This design comes from an exercise in tuning for small area and few clock cycles per item on the open sky130 flow, not from production work. Only simulation tests tie the RTL to the original design; equivalence was not proved. Power figures rest on the tool's default switching activity, not on a simulated workload.

[design/flow/run.sh]
#!/bin/bash
# synth_recipe.tcl (not shown) runs the flow's synth.tcl, then flattens the netlist and writes it again
# the make line also repeats each setting of config.mk as NAME=value (left out here)
make -C /OpenROAD-flow-scripts/flow DESIGN_CONFIG=/design/flow/config.mk WORK_HOME=/design/flow/orfs CLKGATE_MAP_FILE= SYNTH_SCRIPT=/design/flow/synth_recipe.tcl finish
[design/flow/config.mk]
export PLATFORM = sky130hd
export DESIGN_NAME = rcb_md5
export DESIGN_NICKNAME = rcb_md5
export VERILOG_FILES = /design/flow/design.v
export SDC_FILE = /design/flow/constraint.sdc
export NUM_CORES = 4
export LEC_CHECK = 0
export CAP_MARGIN = 20
export CORE_MARGIN = 2
export CORE_UTILIZATION = 40
export SLEW_MARGIN = 20
[design/flow/constraint.sdc]
create_clock -name core_clock -period 15.0 [get_ports {clk}]
set_input_delay 3.0000 -clock core_clock [delete_from_list [all_inputs] [get_ports {clk}]]
set_output_delay 3.0000 -clock core_clock [all_outputs]
set_load 0.01 [all_outputs]
[design/flow/design.v]
module rcb_md5 (
    input  wire         clk,
    input  wire         rst,      
    input  wire         start,    
    input  wire         chain,    
    input  wire [511:0] block,    
    output wire         ready,
    output reg          done,
    output wire [127:0] digest    
);
    localparam [31:0] IV_A = 32'h67452301;
    localparam [31:0] IV_B = 32'hefcdab89;
    localparam [31:0] IV_C = 32'h98badcfe;
    localparam [31:0] IV_D = 32'h10325476;
    localparam [1:0] S_IDLE = 2'd0, S_ROUND = 2'd1, S_FINAL = 2'd2;
    reg [1:0]   state;
    reg [5:0]   round;
    reg [511:0] msg;
    reg [31:0]  h0, h1, h2, h3;    
    reg [31:0]  a, b, c, d;        
    assign ready  = (state == S_IDLE);
    assign digest = {h3, h2, h1, h0};
    reg [31:0] kc;
    always @(*) begin
        case (round)
            6'd0:  kc = 32'hd76aa478; 6'd1:  kc = 32'he8c7b756;
            6'd2:  kc = 32'h242070db; 6'd3:  kc = 32'hc1bdceee;
            6'd4:  kc = 32'hf57c0faf; 6'd5:  kc = 32'h4787c62a;
            6'd6:  kc = 32'ha8304613; 6'd7:  kc = 32'hfd469501;
            6'd8:  kc = 32'h698098d8; 6'd9:  kc = 32'h8b44f7af;
            6'd10: kc = 32'hffff5bb1; 6'd11: kc = 32'h895cd7be;
            6'd12: kc = 32'h6b901122; 6'd13: kc = 32'hfd987193;
            6'd14: kc = 32'ha679438e; 6'd15: kc = 32'h49b40821;
            6'd16: kc = 32'hf61e2562; 6'd17: kc = 32'hc040b340;
            6'd18: kc = 32'h265e5a51; 6'd19: kc = 32'he9b6c7aa;
            6'd20: kc = 32'hd62f105d; 6'd21: kc = 32'h02441453;
            6'd22: kc = 32'hd8a1e681; 6'd23: kc = 32'he7d3fbc8;
            6'd24: kc = 32'h21e1cde6; 6'd25: kc = 32'hc33707d6;
            6'd26: kc = 32'hf4d50d87; 6'd27: kc = 32'h455a14ed;
            6'd28: kc = 32'ha9e3e905; 6'd29: kc = 32'hfcefa3f8;
            6'd30: kc = 32'h676f02d9; 6'd31: kc = 32'h8d2a4c8a;
            6'd32: kc = 32'hfffa3942; 6'd33: kc = 32'h8771f681;
            6'd34: kc = 32'h6d9d6122; 6'd35: kc = 32'hfde5380c;
            6'd36: kc = 32'ha4beea44; 6'd37: kc = 32'h4bdecfa9;
            6'd38: kc = 32'hf6bb4b60; 6'd39: kc = 32'hbebfbc70;
            6'd40: kc = 32'h289b7ec6; 6'd41: kc = 32'heaa127fa;
            6'd42: kc = 32'hd4ef3085; 6'd43: kc = 32'h04881d05;
            6'd44: kc = 32'hd9d4d039; 6'd45: kc = 32'he6db99e5;
            6'd46: kc = 32'h1fa27cf8; 6'd47: kc = 32'hc4ac5665;
            6'd48: kc = 32'hf4292244; 6'd49: kc = 32'h432aff97;
            6'd50: kc = 32'hab9423a7; 6'd51: kc = 32'hfc93a039;
            6'd52: kc = 32'h655b59c3; 6'd53: kc = 32'h8f0ccc92;
            6'd54: kc = 32'hffeff47d; 6'd55: kc = 32'h85845dd1;
            6'd56: kc = 32'h6fa87e4f; 6'd57: kc = 32'hfe2ce6e0;
            6'd58: kc = 32'ha3014314; 6'd59: kc = 32'h4e0811a1;
            6'd60: kc = 32'hf7537e82; 6'd61: kc = 32'hbd3af235;
            6'd62: kc = 32'h2ad7d2bb; default: kc = 32'heb86d391;
        endcase
    end
    reg [4:0] sh;
    always @(*) begin
        case ({round[5:4], round[1:0]})
            4'b00_00: sh = 5'd7;  4'b00_01: sh = 5'd12;
            4'b00_10: sh = 5'd17; 4'b00_11: sh = 5'd22;
            4'b01_00: sh = 5'd5;  4'b01_01: sh = 5'd9;
            4'b01_10: sh = 5'd14; 4'b01_11: sh = 5'd20;
            4'b10_00: sh = 5'd4;  4'b10_01: sh = 5'd11;
            4'b10_10: sh = 5'd16; 4'b10_11: sh = 5'd23;
            4'b11_00: sh = 5'd6;  4'b11_01: sh = 5'd10;
            4'b11_10: sh = 5'd15; default:  sh = 5'd21;
        endcase
    end
    wire [5:0] gr = round;
    wire [3:0] gi = gr[3:0];
    reg  [3:0] g;
    always @(*) begin
        case (gr[5:4])
            2'd0:    g = gi;
            2'd1:    g = {gi[1:0], 2'b00} + gi + 4'd1;    
            2'd2:    g = {gi[2:0], 1'b0} + gi + 4'd5;     
            default: g = {gi[0], 3'b000} - gi;            
        endcase
    end
    reg  [31:0] f;
    wire [31:0] w   = msg[32*g +: 32];
    wire [31:0] sum = f + a + kc + w;
    wire [63:0] dbl = {sum, sum} << sh;
    wire [31:0] rot = dbl[63:32];
    always @(*) begin
        case (round[5:4])
            2'd0:    f = (b & c) | (~b & d);
            2'd1:    f = (d & b) | (~d & c);
            2'd2:    f = b ^ c ^ d;
            default: f = c ^ (b | ~d);
        endcase
    end
    always @(posedge clk) begin
        if (rst) begin
            state <= S_IDLE;
            round <= 6'd0;
            done  <= 1'b0;
            h0 <= IV_A; h1 <= IV_B; h2 <= IV_C; h3 <= IV_D;
        end else begin
            done <= 1'b0;
            case (state)
                S_IDLE: begin
                    if (start) begin
                        msg   <= block;
                        round <= 6'd0;
                        state <= S_ROUND;
                        if (chain) begin
                            a <= h0; b <= h1; c <= h2; d <= h3;
                        end else begin
                            a <= IV_A; b <= IV_B; c <= IV_C; d <= IV_D;
                            h0 <= IV_A; h1 <= IV_B; h2 <= IV_C; h3 <= IV_D;
                        end
                    end
                end
                S_ROUND: begin
                    a <= d;
                    b <= b + rot;
                    c <= b;
                    d <= c;
                    round <= round + 6'd1;
                    if (round == 6'd63)
                        state <= S_FINAL;
                end
                default: begin
                    h0 <= h0 + a;
                    h1 <= h1 + b;
                    h2 <= h2 + c;
                    h3 <= h3 + d;
                    done  <= 1'b1;
                    state <= S_IDLE;
                end
            endcase
        end
    end
endmodule
==> run summary <==
## cells in the mapped netlist, types with 39 or more instances
master    count
clkbuf_1    227
xnor2_1      98
nor2b_1      40
o22ai_1      51
a211oi_1     44
nand2_1     432
nor3_1      152
mux2i_1      98
a21o_1       83
o21a_1       49
ha_1        212
inv_1       257
nor2_1      292
o21ai_0     352
o211ai_1     39
dfxtp_1     174
a31oi_1     106
a21oi_1     307
fa_1         68
mux4_2      133
mux2_2       55
xor2_1       90
edfxtp_1    640
nand3_1     120
buf_1        49
## worst min-delay path by stage
| stage | start | to | cells past startpoint |
|---|---|---|---|
| finish | h0[28] | h0[28] | 2 |
| global route | h2[31] | h2[31] | 2 |
| CTS | h2[31] | h2[31] | 2 |
| detailed placement | h2[31] | h2[31] | 2 |
| global placement | h0[28] | h0[28] | 2 |
| floorplan | h2[31] | h2[31] | 2 |
## critical path: cells and delay by family, from the launching register on
kind / cells / cell delay (ns)
AO/OA/AOI/OAI: 17 / 4.18
adder cells (fa/ha/maj): 6 / 2.38
multiplexers: 6 / 2.07
buffers and inverters: 5 / 0.80
AND/OR/NAND/NOR: 3 / 0.72
flip-flops: 1 / 0.53
XOR/XNOR: 1 / 0.17
## stage by stage
step	util, %	cell area, um^2	power [uW]
after CTS	49.4	60200	9660
after global placement	46.9	57100	7330
after detailed placement	46.9	57100	7350
final	49.5	60200	9690
after global routing	49.5	60200	10300
after floorplan	-	49100	6030
## power by group
group          switching [uW]  internal (uW)
clock                    1020           1270
sequential                217           2620
combinational            2650           1910
## per-layer routing
metal	wire length (um)	share of wire, %	global-route usage [%]	up-vias
li1	-	-	-	18500
met1	77000	41	39.1	19800
met2	89100	47	48.0	2042
met3	16100	8.5	5.57	281
met4	6450	3.4	9.69	16
met5	110	0.058	0	-
## final cells by class
cell class,instances,area [um^2]
clock inverter,58,597
clock buffer,113,2460
tap,1625,2030
inverter,262,983
multi-input combinational,3300,24400
antenna,12,30.0
sequential,814,22700
timing repair buffer,706,6970
fill,11000,61500
## cell families after synthesis
| family | count (synthesis) | synth area share (%) |
|---|---|---|
| fa+ha+maj | 282 | 8.22 |
| simple gates | 1227 | 11.4 |
| xor+xnor | 189 | 3.39 |
| mux | 288 | 9.42 |
| compound gates | 1314 | 17.1 |
| flops | 814 | 46.2 |
| buf+inv | 547 | 4.22 |
## sequential cells by signal, summed over array words and instances (netlist names)
signal  cells
h3         32
state       2
b          32
h1         32
h2         32
kc         32
round       6
c          32
h0         32
done        1
sh          5
a          32
msg       512
d          32
==> metrics.md <==
| Metric | Value |
|---|---|
| Largest net degree at the start of global routing | `185` |
| FFs w/ async S/R, synth | `0%` |
| Worst path arrival time | `11.60 ns` |
| Core Rows | `128` |
| R2R depth | `38` |
| Post-place setup slack | `3.96 ns` |
| Clock sink count | `814` |
| Full die area | `0.126 mm^2` |
| Residual DRC | `0` |
| Critical R2R Launch | `round[2]` |
| Crit share post-route | `74.6%` |
| CTS Buf Count | `93` |
| CTS tree | `yes` |
| Startpoint Class | `register` |
| Crit path kind | `reg2reg` |
| Worst VDD drop | `0.148 mV` |
| Status | `timing/DRC/antenna clean` |
| Fmax | `0.0893 GHz` |
| Syn_area_per_cell | `10.5 um^2` |
| Post-Syn Instances | `4,661` |
| IO Port Bufs | `645` |
| Most frequent cells in the layout | `643 x clkdlybuf4s50_1, 640 x edfxtp_1, 431 x nand2_1` |
| FF-to-FF setup slack | `3.81 ns` |
| Post-route ant nets | `0` |
| Starting DRT DRC Count | `5,314` |
| Number of library cell types mapped by synthesis | `89` |
| Largest cells by area after synthesis | `edfxtp_1 39%, dfxtp_1 7.1%, mux4_2 6.1%, ha_1 5.4%, o21ai_0 3.6%` |
| Hold-fix buffers, CTS | `0` |
| CP endpoint | `b[30]` |
| Crit end category | `register` |
| Hpwl dp | `143 mm` |
| Sequential cell area fraction in the yosys report | `46.2%` |
| LEAKAGE | `0.0223 uW` |
| Share of post-route cells with drive strength above 1 | `8.47%` |
| Synthesized flop and latch total | `814` |
| Vias | `40,700` |
| Critical Path Start | `round[2]` |
| Skew final | `0.0641 ns` |
| Maximum capacitance violations | `0` |
| Power density cells | `161 mW/mm^2` |
| Final Hold Viols | `0` |
| Ys flop type | `edfxtp_1` |
| GRT Total Usage | `29.3%` |
| Initial antenna violation count | `20` |
| Avg Vias per Cell | `5.91` |
| H-tree depth | `3` |
| Setup bufs post-CTS | `0` |
| DR pass1 iterations | `6` |
| Slowest CP cell | `mux4_4` |
| Netlist area before placement | `0.0491 mm^2` |
| Placer Congestion | `0.940` |
| WL per Instance | `27.4 um` |
| Slew margin rel. | `25.5%` |
| Hold Worst Slack | `0.511 ns` |
| RSZ-0062 raised after global routing | `no` |
| GRT overflow | `0` |
| Non-Filler Instances | `6,890` |
| Root Buffer | `clkbuf_16` |
| Cts repair resizes | `0` |
| Area delta synth->final | `22.7%` |
| First-pass GRT wire length | `270 mm` |
| Max Slew Vio Count | `0` |
| Vias in the first global route | `38,500` |
| Crit path max fanout | `45` |
| Worst slew pin tran | `1.12 ns` |
| Setup TNS | `0 ns` |
| Skew-Pair Late Insertion Delay | `0.75 ns` |
| Critical path's largest stage delay | `0.86 ns` |
| Fin crit period | `11.19 ns` |
| RR Endpoint | `b[30]` |
| Syn nets | `5,457` |
| Total wire length | `189 mm` |
| Die span in x | `354 um` |
| Die Height | `354 um` |
| Post-synth top area cell | `edfxtp_1` |
| Most common cell after layout, fill and taps aside | `clkdlybuf4s50_1` |
| Yosys warns | `1` |
| Post-synth EDFFs | `640` |
| Reg clk slew, reported paths | `0.06 ns` |
| Post-route setup slack | `3.81 ns` |
| I/O pins | `646` |
| Starting Density | `40.3%` |
| Worst Hold Class | `reg2reg` |
| Final setup viols | `0` |
| WP data required | `15.40 ns` |
| Clk buf depth | `3` |
| Placed cells | `6,707` |
| Final #Nets | `5,973` |
| Core area | `0.122 mm^2` |
| Synth top area share | `39.1%` |
Testbench counts, summed over its fixed seeds: cycles 91,880, blocks 1,392.

-- what the ideal ports hide --
The flow's constraints put no driver on any port. The routed layout listed below was extracted and timed again, unchanged, in two steps. Step 1 sets driving cells, clkbuf_16 on the clock port and buf_2 on the other inputs (assumed; they add their load-dependent delay and slew). Step 2 times the ports against the registers' clock, not the clock port: input delays grow and output delays shrink by t, the midpoint of the rising clock arrivals with the driver on. Three values: ideal ports, drivers, drivers and shift; two values: the first two.
t, ns: 0.774
slack for setup (ns): 3.805 / 3.805 / 3.805
worst register clock-pin slew, ns: 0.07 / 0.07
worst data-port slew with drivers (ns): 0.15
cell pins on the clock port's net: 1
After both steps setup and hold are still met in this run. For this run, drivers alone change the setup slack by 0.000 ns; drivers and shift together by 0.000 ns.
